What follows belongs to an exercise in optimizing a design on an open flow for small area; a production flow would make more cautious choices.
Only the layout flow was run in this run; the RTL was not checked for function there.
Power figures rest on the tool's default switching activity, not on a simulated workload.

==> flow/design.v <==
module fcb_fg #(
    parameter [0:0]  P_KEY_ACTIVE = 1'b0,
    parameter        P_DEBOUNCE   = 200,
    parameter        P_ROW_SETTLE = 1,
    parameter [7:0]  P_THR_RESET  = 8'd100
) (
    input  wire        clk,
    input  wire        rst,
    input  wire [63:0] now,
    input  wire [3:0]  col_in,
    input  wire        il_tripped,
    output reg  [3:0]  row_out,
    output reg  [4:0]  kp_res,
    output reg  [6:0]  cs_speed,
    output reg  [1:0]  cs_mode,
    output reg  [7:0]  cs_thr,
    output reg         duty_we,       
    output reg  [15:0] duty_val
);
    localparam [1:0] F_CHECK    = 2'd0,
                     F_WAIT     = 2'd1,
                     F_SAMPLE   = 2'd2,
                     F_DISPATCH = 2'd3;
    localparam [3:0] IDLE_ROWS = {4{~P_KEY_ACTIVE}};
    localparam [1:0] OP_NOP = 2'b00, OP_SPEED = 2'b01, OP_MODE = 2'b10, OP_THR = 2'b11;
    reg [1:0]  state;
    reg [1:0]  row;
    reg [7:0]  wcnt;
    reg [63:0] kp_last;
    reg        kp_valid;
    localparam [3:0] ROW0_DRIVE = P_KEY_ACTIVE ? 4'b0001 : 4'b1110;
    wire [1:0] next_row = row + 2'd1;
    wire [3:0] next_row_drive = P_KEY_ACTIVE ? (4'b0001 << next_row) : ~(4'b0001 << next_row);
    wire [3:0] active_cols = P_KEY_ACTIVE ? col_in : ~col_in;
    reg  [1:0] first_col;
    always @(*) begin
        if (active_cols[0])      first_col = 2'd0;
        else if (active_cols[1]) first_col = 2'd1;
        else if (active_cols[2]) first_col = 2'd2;
        else                     first_col = 2'd3;
    end
    wire suppress = kp_valid && ((now - kp_last) < P_DEBOUNCE);
    reg  [9:0] word;
    always @(*) begin
        if (kp_res == 5'd0) begin
            word = 10'h000;
        end else begin
            case (kp_res[3:0])
                4'h0: word = 10'h11E;    
                4'h1: word = 10'h13C;    
                4'h2: word = 10'h150;    
                4'h3: word = 10'h201;    
                4'h4: word = 10'h164;    
                4'h7: word = 10'h202;    
                4'hB: word = 10'h203;    
                4'hC: word = 10'h31E;    
                4'hD: word = 10'h100;    
                4'hE: word = 10'h328;    
                default: word = 10'h000;  
            endcase
        end
    end
    wire [1:0] op   = word[9:8];
    wire [7:0] arg  = word[7:0];
    always @(*) begin
        case (arg)
            8'd30:   duty_val = 16'd19660;
            8'd60:   duty_val = 16'd39321;
            8'd80:   duty_val = 16'd52428;
            8'd100:  duty_val = 16'd65535;
            default: duty_val = 16'd0;
        endcase
        duty_we = 1'b0;
        if (state == F_DISPATCH && op == OP_SPEED && cs_mode == 2'd0 && !il_tripped)
            duty_we = 1'b1;
    end
    always @(posedge clk) begin
        if (rst) begin
            state    <= F_CHECK;
            row      <= 2'd0;
            wcnt     <= 8'd0;
            kp_last  <= 64'd0;
            kp_valid <= 1'b0;
            kp_res   <= 5'd0;
            row_out  <= IDLE_ROWS;
            cs_speed <= 7'd0;
            cs_mode  <= 2'd0;
            cs_thr   <= P_THR_RESET;
        end else begin
            case (state)
                F_CHECK: begin
                    if (suppress) begin
                        kp_res <= 5'd0;
                        state  <= F_DISPATCH;
                    end else begin
                        row_out <= ROW0_DRIVE;
                        row     <= 2'd0;
                        if (P_ROW_SETTLE > 0) begin
                            wcnt  <= P_ROW_SETTLE - 1;
                            state <= F_WAIT;
                        end else begin
                            state <= F_SAMPLE;
                        end
                    end
                end
                F_WAIT: begin
                    if (wcnt == 8'd0)
                        state <= F_SAMPLE;
                    else
                        wcnt <= wcnt - 8'd1;
                end
                F_SAMPLE: begin
                    if (active_cols != 4'd0) begin
                        kp_res   <= {1'b1, row, first_col};
                        kp_last  <= now;
                        kp_valid <= 1'b1;
                        row_out  <= IDLE_ROWS;
                        state    <= F_DISPATCH;
                    end else if (row == 2'd3) begin
                        row_out <= IDLE_ROWS;
                        kp_res  <= 5'd0;
                        state   <= F_DISPATCH;
                    end else begin
                        row_out <= next_row_drive;
                        row     <= next_row;
                        if (P_ROW_SETTLE > 0) begin
                            wcnt  <= P_ROW_SETTLE - 1;
                            state <= F_WAIT;
                        end else begin
                            state <= F_SAMPLE;
                        end
                    end
                end
                F_DISPATCH: begin
                    case (op)
                        OP_SPEED: cs_speed <= arg[6:0];
                        OP_MODE:  cs_mode  <= arg[1:0];
                        OP_THR:   cs_thr   <= arg;
                        default: ;
                    endcase
                    state <= F_CHECK;
                end
            endcase
        end
    end
endmodule
module fcb_bg #(
    parameter P_MIN_INTERVAL  = 2000,
    parameter P_START_HIGH    = 10,
    parameter P_REQ_LOW       = 180,
    parameter P_EXPECTED      = 84,
    parameter P_BIT_BASE      = 4,
    parameter P_BIT_THRESHOLD = 50,
    parameter P_MAX_UNCHANGED = 100,
    parameter P_COOLDOWN      = 10000,
    parameter P_DWELL_NATURAL = 1000,
    parameter P_DWELL_SLEEP   = 2000
) (
    input  wire        clk,
    input  wire        rst,
    input  wire [63:0] now,
    input  wire        data_in,
    input  wire [6:0]  cs_speed,
    input  wire [1:0]  cs_mode,
    input  wire [7:0]  cs_thr,
    output reg         data_oe,
    output reg         data_out,
    output reg         il_tripped,
    output reg  [1:0]  sn_status,
    output reg  [52:0] disp_word,
    output reg         disp_wr,
    output reg         duty_we,       
    output reg  [15:0] duty_val
);
    localparam [3:0] B_START     = 4'd0,
                     S_RATE      = 4'd1,
                     S_HIGH      = 4'd2,
                     S_LOW       = 4'd3,
                     S_CAP       = 4'd4,
                     S_DEC       = 4'd5,
                     B_INTERLOCK = 4'd6,
                     B_COOL      = 4'd7,
                     B_PATTERN   = 4'd8,
                     B_DWELL_ON  = 4'd9,
                     B_OFF       = 4'd10,
                     B_DWELL_OFF = 4'd11;
    localparam [1:0] M_UNSET = 2'd0, M_NORMAL = 2'd1, M_NATURAL = 2'd2, M_SLEEP = 2'd3;
    reg [3:0]  state;
    reg [1:0]  bg_md;
    reg [6:0]  bg_spd;
    reg [23:0] tmr;
    reg        rd_valid;
    reg [7:0]  rd_hi, rd_hd, rd_ti, rd_td, rd_ck;
    reg [63:0] last_ok;
    reg [7:0]  cap_d [0:P_EXPECTED-1];
    reg        cap_val;
    reg [6:0]  cap_idx;
    reg [7:0]  cap_unch;
    reg [63:0] cap_ts;
    reg        cap_over;
    reg [15:0] spd_duty;      
    always @(*) begin
        case (bg_spd)
            7'd30:   spd_duty = 16'd19660;
            7'd60:   spd_duty = 16'd39321;
            7'd80:   spd_duty = 16'd52428;
            7'd100:  spd_duty = 16'd65535;
            default: spd_duty = 16'd0;
        endcase
    end
    wire [39:0] frame;
    genvar j;
    generate
        for (j = 0; j < 40; j = j + 1) begin : g_bit
            assign frame[39 - j] = (cap_d[P_BIT_BASE + 2 * j] > P_BIT_THRESHOLD);
        end
    endgenerate
    wire [7:0] b0 = frame[39:32];
    wire [7:0] b1 = frame[31:24];
    wire [7:0] b2 = frame[23:16];
    wire [7:0] b3 = frame[15:8];
    wire [7:0] b4 = frame[7:0];
    wire [7:0] sum = b0 + b1 + b2 + b3;
    wire rate_limited = rd_valid && ((now - last_ok) < P_MIN_INTERVAL);
    wire [11:0] temp_x10 = rd_ti * 4'd10 + {4'd0, rd_td};
    wire [11:0] thr_x10  = cs_thr * 4'd10;
    wire        trip     = !rd_valid || (temp_x10 >= thr_x10);
    wire [23:0] dwell = (bg_md == M_SLEEP) ? P_DWELL_SLEEP : P_DWELL_NATURAL;
    wire [52:0] snapshot = {cs_speed, cs_mode, cs_thr, rd_valid,
                            rd_hi, rd_hd, rd_ti, rd_td, sn_status, 1'b0};
    always @(*) begin
        duty_we  = 1'b0;
        duty_val = 16'd0;
        case (state)
            B_INTERLOCK: if (trip) duty_we = 1'b1;
            B_PATTERN: if (cs_mode == bg_md && bg_md != M_UNSET) begin
                duty_we  = 1'b1;
                duty_val = spd_duty;
            end
            B_OFF: if (cs_mode == bg_md) duty_we = 1'b1;
            default: ;
        endcase
    end
    wire        data_changed = (data_in != cap_val);
    wire [63:0] cap_dur      = now - cap_ts;
    always @(posedge clk) begin
        if (state == S_CAP && data_changed && cap_idx < P_EXPECTED)
            cap_d[cap_idx] <= cap_dur[7:0];
    end
    always @(posedge clk) begin
        if (rst) begin
            state      <= B_START;
            bg_md      <= 2'd0;
            bg_spd     <= 7'd0;
            tmr        <= 24'd0;
            rd_valid   <= 1'b0;
            rd_hi      <= 8'd0;
            rd_hd      <= 8'd0;
            rd_ti      <= 8'd0;
            rd_td      <= 8'd0;
            rd_ck      <= 8'd0;
            last_ok    <= 64'd0;
            cap_val    <= 1'b1;
            cap_idx    <= 7'd0;
            cap_unch   <= 8'd0;
            cap_ts     <= 64'd0;
            cap_over   <= 1'b0;
            data_oe    <= 1'b0;
            data_out   <= 1'b1;
            il_tripped <= 1'b1;
            sn_status  <= 2'd0;
            disp_word  <= 53'd0;
            disp_wr    <= 1'b0;
        end else begin
            disp_wr <= 1'b0;
            case (state)
                B_START: begin
                    bg_md  <= cs_mode;
                    bg_spd <= cs_speed;
                    state  <= S_RATE;
                end
                S_RATE: begin
                    if (rate_limited) begin
                        state <= B_INTERLOCK;
                    end else begin
                        data_oe  <= 1'b1;
                        data_out <= 1'b1;
                        tmr      <= P_START_HIGH - 1;
                        state    <= S_HIGH;
                    end
                end
                S_HIGH: begin
                    if (tmr == 24'd0) begin
                        data_out <= 1'b0;
                        tmr      <= P_REQ_LOW - 1;
                        state    <= S_LOW;
                    end else begin
                        tmr <= tmr - 24'd1;
                    end
                end
                S_LOW: begin
                    if (tmr == 24'd0) begin
                        data_oe  <= 1'b0;
                        cap_val  <= 1'b1;
                        cap_idx  <= 7'd0;
                        cap_unch <= 8'd0;
                        cap_ts   <= now + 64'd1;
                        cap_over <= 1'b0;
                        state    <= S_CAP;
                    end else begin
                        tmr <= tmr - 24'd1;
                    end
                end
                S_CAP: begin
                    if (data_changed) begin
                        if (cap_idx < P_EXPECTED) begin
                            cap_ts   <= now;
                            cap_idx  <= cap_idx + 7'd1;
                            cap_val  <= data_in;
                            cap_unch <= 8'd0;
                        end else begin
                            cap_over <= 1'b1;
                            state    <= S_DEC;
                        end
                    end else begin
                        if (cap_unch == P_MAX_UNCHANGED - 1)
                            state <= S_DEC;
                        else
                            cap_unch <= cap_unch + 8'd1;
                    end
                end
                S_DEC: begin
                    if (cap_over || cap_idx != P_EXPECTED) begin
                        sn_status <= 2'd2;               
                    end else if (sum == b4) begin
                        rd_hi     <= b0;
                        rd_hd     <= b1;
                        rd_ti     <= b2;
                        rd_td     <= b3;
                        rd_ck     <= b4;
                        rd_valid  <= 1'b1;
                        last_ok   <= now;
                        sn_status <= 2'd1;               
                    end else begin
                        sn_status <= 2'd3;               
                    end
                    state <= B_INTERLOCK;
                end
                B_INTERLOCK: begin
                    if (trip) begin
                        disp_word  <= snapshot | 53'd1;
                        disp_wr    <= 1'b1;
                        il_tripped <= 1'b1;
                        tmr        <= P_COOLDOWN - 1;
                        state      <= B_COOL;
                    end else begin
                        il_tripped <= 1'b0;
                        state      <= B_PATTERN;
                    end
                end
                B_COOL: begin
                    if (tmr == 24'd0)
                        state <= B_START;
                    else
                        tmr <= tmr - 24'd1;
                end
                B_PATTERN: begin
                    if (cs_mode != bg_md) begin
                        state <= B_START;
                    end else begin
                        disp_word <= snapshot;
                        disp_wr   <= 1'b1;
                        if (bg_md == M_NATURAL || bg_md == M_SLEEP) begin
                            tmr   <= dwell - 24'd1;
                            state <= B_DWELL_ON;
                        end else begin
                            state <= B_START;
                        end
                    end
                end
                B_DWELL_ON: begin
                    if (cs_mode != bg_md)
                        state <= B_START;
                    else if (tmr == 24'd0)
                        state <= B_OFF;
                    else
                        tmr <= tmr - 24'd1;
                end
                B_OFF: begin
                    if (cs_mode != bg_md) begin
                        state <= B_START;
                    end else begin
                        disp_word <= snapshot;
                        disp_wr   <= 1'b1;
                        tmr       <= dwell - 24'd1;
                        state     <= B_DWELL_OFF;
                    end
                end
                B_DWELL_OFF: begin
                    if (cs_mode != bg_md || tmr == 24'd0)
                        state <= B_START;
                    else
                        tmr <= tmr - 24'd1;
                end
                default: state <= B_START;
            endcase
        end
    end
endmodule
module fcb (
    input  wire        CLK,
    input  wire        RST,
    input  wire [3:0]  COL_IN,
    input  wire        DATA_IN,
    output wire [3:0]  ROW_OUT,
    output wire        COL_PULL,
    output wire        DATA_OE,
    output wire        DATA_OUT,
    output wire        DATA_PU,
    output reg  [15:0] MOTOR_DUTY,
    output reg         MOTOR_WR,
    output reg         MOTOR_EN,
    output wire [52:0] DISP_WORD,
    output wire        DISP_WR,
    output wire        IL_TRIPPED,
    output wire [1:0]  SN_STATUS,
    output wire [4:0]  KEY_CODE
);
    localparam [0:0] P_KEY_ACTIVE = 1'b0;
    reg [63:0] now;
    wire [6:0]  cs_speed;
    wire [1:0]  cs_mode;
    wire [7:0]  cs_thr;
    wire        fg_duty_we, bg_duty_we;
    wire [15:0] fg_duty, bg_duty;
    fcb_fg #(
        .P_KEY_ACTIVE (P_KEY_ACTIVE),
        .P_DEBOUNCE   (200),
        .P_ROW_SETTLE (1),
        .P_THR_RESET  (8'd100)
    ) u_fg (
        .clk        (CLK),
        .rst        (RST),
        .now        (now),
        .col_in     (COL_IN),
        .il_tripped (IL_TRIPPED),
        .row_out    (ROW_OUT),
        .kp_res     (KEY_CODE),
        .cs_speed   (cs_speed),
        .cs_mode    (cs_mode),
        .cs_thr     (cs_thr),
        .duty_we    (fg_duty_we),
        .duty_val   (fg_duty)
    );
    fcb_bg #(
        .P_MIN_INTERVAL  (2000),
        .P_START_HIGH    (10),
        .P_REQ_LOW       (180),
        .P_EXPECTED      (84),
        .P_BIT_BASE      (4),
        .P_BIT_THRESHOLD (50),
        .P_MAX_UNCHANGED (100),
        .P_COOLDOWN      (10000),
        .P_DWELL_NATURAL (1000),
        .P_DWELL_SLEEP   (2000)
    ) u_bg (
        .clk        (CLK),
        .rst        (RST),
        .now        (now),
        .data_in    (DATA_IN),
        .cs_speed   (cs_speed),
        .cs_mode    (cs_mode),
        .cs_thr     (cs_thr),
        .data_oe    (DATA_OE),
        .data_out   (DATA_OUT),
        .il_tripped (IL_TRIPPED),
        .sn_status  (SN_STATUS),
        .disp_word  (DISP_WORD),
        .disp_wr    (DISP_WR),
        .duty_we    (bg_duty_we),
        .duty_val   (bg_duty)
    );
    assign COL_PULL = ~P_KEY_ACTIVE;
    assign DATA_PU  = ~DATA_OE;
    always @(posedge CLK) begin
        if (RST) begin
            now        <= 64'd0;
            MOTOR_DUTY <= 16'd0;
            MOTOR_WR   <= 1'b0;
            MOTOR_EN   <= 1'b0;
        end else begin
            now      <= now + 64'd1;
            MOTOR_EN <= 1'b1;
            MOTOR_WR <= bg_duty_we | fg_duty_we;
            if (bg_duty_we)
                MOTOR_DUTY <= bg_duty;
            else if (fg_duty_we)
                MOTOR_DUTY <= fg_duty;
        end
    end
endmodule
==> flow/run.sh <==
#!/bin/bash
# synth_recipe.tcl (not shown) runs the flow's synth.tcl, then flattens the netlist and writes it again
# the make line also repeats each setting of config.mk as NAME=value (left out here)
make -C /OpenROAD-flow-scripts/flow DESIGN_CONFIG=/design/flow/config.mk WORK_HOME=/design/flow/orfs CLKGATE_MAP_FILE= SYNTH_SCRIPT=/design/flow/synth_recipe.tcl finish
==> flow/config.mk <==
export PLATFORM = sky130hd
export DESIGN_NAME = fcb
export DESIGN_NICKNAME = fcb
export VERILOG_FILES = /design/flow/design.v
export SDC_FILE = /design/flow/constraint.sdc
export NUM_CORES = 4
export LEC_CHECK = 0
export CAP_MARGIN = 20
export CORE_MARGIN = 2
export CORE_UTILIZATION = 40
export SLEW_MARGIN = 20
==> flow/constraint.sdc <==
create_clock -name core_clock -period 10.0 [get_ports {CLK}]
set_input_delay 2.0000 -clock core_clock [delete_from_list [all_inputs] [get_ports {CLK}]]
set_output_delay 2.0000 -clock core_clock [all_outputs]
set_load 0.01 [all_outputs]
==> notes.md <==
## flip-flops by register name, indices dropped and copies added (netlist names), 7 cells and up, named ones only
register / cells
u_bg.cap_d: 320
now: 64
u_bg.last_ok: 64
u_fg.kp_last: 64
u_bg.disp_word: 52
u_bg.tmr: 24
u_bg.cap_ts: 8
u_bg.cap_unch: 8
u_bg.rd_hd: 8
u_bg.rd_hi: 8
u_bg.rd_td: 8
u_bg.rd_ti: 8
u_fg.wcnt: 8
u_bg.bg_spd: 7
u_bg.cap_idx: 7
u_fg.cs_speed: 7
u_fg.cs_thr: 7
## routing by layer
layer | share of wire [%] | vias to the layer above
li1 | - | 15300
met1 | 47 | 15000
met2 | 46 | 839
met3 | 4.5 | 194
met4 | 2.8 | 2
met5 | 0.012 | -
## cell type report
type                    instances  area, um^2
flip-flops and latches        719       17600
repair buffers                128        1210
inverters                     222         833
clock buffers                 107        2210
fillers                      9285       52900
clock inverters                34         460
multi-input cells            3071       19700
well taps                    1276        1600
## how the worst min path moves through the flow
stage,to,startpoint,cells past startpoint,slack (ns)
2_1_floorplan,u_bg.disp_word[19]$_SDFFE_PP0P_,u_bg.rd_hd[0]$_SDFFE_PP0P_,2,0.43
3_3_place_gp,u_fg.kp_last[45]$_SDFFE_PP0P_,u_fg.kp_last[45]$_SDFFE_PP0P_,2,0.44
3_5_place_dp,u_bg.disp_word[32]$_SDFFE_PP0P_,u_bg.rd_hi[5]$_SDFFE_PP0P_,2,0.44
4_1_cts,u_bg.disp_word[32]$_SDFFE_PP0P_,u_bg.rd_hi[5]$_SDFFE_PP0P_,2,0.45
5_1_grt,u_fg.kp_last[33]$_SDFFE_PP0P_,u_fg.kp_last[33]$_SDFFE_PP0P_,2,0.47
6_report,u_bg.disp_word[32]$_SDFFE_PP0P_,u_bg.rd_hi[5]$_SDFFE_PP0P_,2,0.45
## worst max-delay path, stage by stage (launching register included)
cell and delay, ns:
edfxtp_1 0.36, a211o_1 0.30, a311o_1 0.43, fa_1 0.54, fa_1 0.53, ha_1 0.17, inv_1 0.05, fa_1 0.40
nor2b_1 0.12, o21ai_0 0.08, nand2b_1 0.11, a21o_1 0.12, a21oi_1 0.07, xnor2_1 0.14, nor4_2 0.72, buf_12 0.55
mux2i_1 0.28, nor2_1 0.06
## through the flow
step / total power, uW / std cells / util, % / setup WS, ns
6_report: 7910 / 5557 / 45.2 / 4.60
5_1_grt: 8270 / 5557 / 45.2 / 4.31
4_1_cts: 7990 / 5557 / 45.2 / 4.55
3_5_place_dp: 5050 / 5416 / 42.4 / 4.61
3_3_place_gp: 5040 / 5416 / 42.4 / 4.59
2_1_floorplan: 4500 / 4220 / - / 5.01
## power groups by stage
stage / clock, uW / sequential, uW / combinational (uW)
6_report: 2950 / 3450 / 1520
3_3_place_gp: 0 / 3510 / 1530
3_5_place_dp: 0 / 3510 / 1530
4_1_cts: 3010 / 3450 / 1540
5_1_grt: 3130 / 3460 / 1680
2_1_floorplan: 0 / 3480 / 1020
## layout by cell type, fill, tap and decap left out, types with 16 or more instances in the layout
cell             count
and4_1              21
mux2i_1            136
nand4_1             98
dfxtp_1            399
o21bai_1            25
or3_1               34
a211o_1             45
and3_1              31
o21a_1              40
nor2_1             456
and2_1              18
a211oi_1            39
nand2b_1            21
a21oi_1            348
a21o_1              67
xor2_1              85
xnor2_1             76
clkbuf_1            16
fa_1                18
o211ai_1            29
clkbuf_16           80
o21ai_0            163
nor2b_1             24
nand3_1             85
edfxtp_1           320
buf_4               35
a311o_1             35
ha_1               190
inv_1              222
nor3_1              78
clkdlybuf4s50_1     91
a31oi_1             26
nor4_1              35
nand2_1            529
a311oi_1            20
## kinds of logic (layout without fill, tap and decap cells)
family          after synthesis  after routing  share of synthesized area (%)
simple gates               1514           1514                           18.0
mux                         142            142                           3.67
compound gates             1038           1038                           17.9
buf+inv                     430            491                           4.45
fa+ha+maj                   208            208                           7.03
other cells                   2              2                         0.0193
flops                       719            719                           45.2
xor+xnor                    167            167                           3.75
==> impl_metrics.json <==
{
  "track_usage_pct": 20.6,
  "layout-drive-gt1-share_pct": 5.61,
  "cp-end-kind": "flip-flop",
  "netlist.area_leader.share_pct": 24.7,
  "slew_headroom_pct": 22.6,
  "crit_path_start_kind": "flip-flop",
  "combPwrFrac_pct": 19.2,
  "clock_path_buffers": 3,
  "synth_seq_cells": 719,
  "grt_max_degree": 123,
  "yosysSeqAreaShare_pct": 45.2,
  "p_clk_share_pct": 37.2,
  "cts_buffers": 79,
  "power_switching_share_pct": 29.6,
  "critPathRequiredTime_ns": 10.46,
  "fin_crit_sh_pct": 54.0,
  "synth_area_leaders": "edfxtp_1 (25%), dfxtp_1 (21%), ha_1 (6.1%)",
  "rr_endpoint": "u_bg.last_ok[30]$_SDFFE_PP0P_",
  "status": "timing/DRC/antenna clean",
  "skew_ns": 0.0495,
  "drt-initial-drc-count": 2529,
  "grt_use_met1_pct": 28.5,
  "maxCapViolCount": 0,
  "cts-root-buf": "clkbuf_16",
  "arrival_ns": 5.85,
  "wl_per_cell_um": 18.7,
  "drc": 0,
  "die_height_um": 316,
  "use_met3_pct": 2.43,
  "ant_nets": 0,
  "io_buffers": 92,
  "area_delta_synth_final_pct": 12.0,
  "hold_class": "reg -> reg",
  "ys_types": 107,
  "clk_pin_slew_ns": 0.06,
  "cts.sinks": 719,
  "grt_pass1_wl_um": 166000,
  "grt_busiest_layer": "met2",
  "rows": 114,
  "via_count": 31400,
  "grt_pass1_vias": 29800,
  "fin_setup_tns_ns": 0,
  "met2_usage_pct": 33.7,
  "fin_nets": 4436,
  "critPathMaxFanout": 95,
  "gp_congestion": 0.988,
  "dr.pass1.iters": 5,
  "routed_wl_um": 104000,
  "max_freq_mhz": 185,
  "synth_top_area_cell": "edfxtp_1",
  "intPower_uw": 5570,
  "cts_setup_buffers": 0,
  "final_area_um2": 43700,
  "r2r_cells": 17,
  "tightest_slew_ns": 1.15,
  "async_flop_share_pct": 0,
  "die_x_um": 316,
  "synth_enable_flop_cells": 320,
  "p_switching_uw": 2340,
  "cts_tree": "yes",
  "hold_viol_final": 0,
  "cts_resized": 0,
  "avgSynthCellArea_um2": 9.23,
  "worstReg2RegStart": "u_bg.cap_d[48][0]$_DFFE_PP_",
  "slew_violations": 0,
  "synth_common_cells": "nand2_1 (530), nor2_1 (456), dfxtp_1 (399)",
  "dp_hpwl_um": 75800,
  "die_area_um2": 99900,
  "powerDensity_nw_per_um2": 181,
  "via_per_inst": 5.65,
  "ys_warn_count": 3,
  "overflow": 0,
  "ff2ff_setup_slack_ns": 4.60,
  "core_area_um2": 96600,
  "crit_end": "u_bg.last_ok[30]$_SDFFE_PP0P_",
  "initial_core_util_pct": 40.3,
  "p_seq_share_pct": 43.6,
  "whs_ns": 0.451,
  "final.min_clock_period_ns": 5.40,
  "p_leak_uw": 0.0166,
  "syn_inst": 4220,
  "holdBufCountCts": 0,
  "clock_latency_ns": 0.66,
  "startpoint": "u_bg.cap_d[48][0]$_DFFE_PP_",
  "path_class": "reg -> reg",
  "syn-num-nets": 4435,
  "vdd_ir_drop_max_v": 0.000132,
  "diodes": 0,
  "rsz0062_at_grt": "false",
  "htree_num_levels": 3,
  "finalSetupViolCount": 0,
  "synth.cell_area_um2": 39000,
  "ioPinCount": 95,
  "synthFlopType": "dfxtp_1",
  "antenna_found_initial": 1,
  "synth.most_common_cell": "nand2_1",
  "dpl_cell_area_um2": 41000
}

[re-timing with driven ports]
Ports are ideal in the flow. The routed layout listed here was re-timed in OpenROAD. Step 1 (the two cells are an assumption about what drives the block):
set clk [get_ports {CLK}]
set_driving_cell -lib_cell sky130_fd_sc_hd__clkbuf_16 $clk
set_driving_cell -lib_cell sky130_fd_sc_hd__buf_2 [delete_from_list [all_inputs] $clk]
Step 2, shift: input delay + t, output delay - t, t = (earliest + latest rising clock arrival at the registers) / 2. This alone moves slack from input paths to output paths. a / b / c = ideal / step 1 / step 2; a / b = the first two.
shift t [ns]: 0.697
slack for setup (ns): 4.603 / 4.603 / 4.603
hold slack, ns: 0.451 / 0.451 / 0.451
worst data-port slew with drivers (ns): 0.13
After both steps this run still meets setup and hold. The setup slack of this run moves by 0.000 ns with the drivers and by 0.000 ns with both steps.
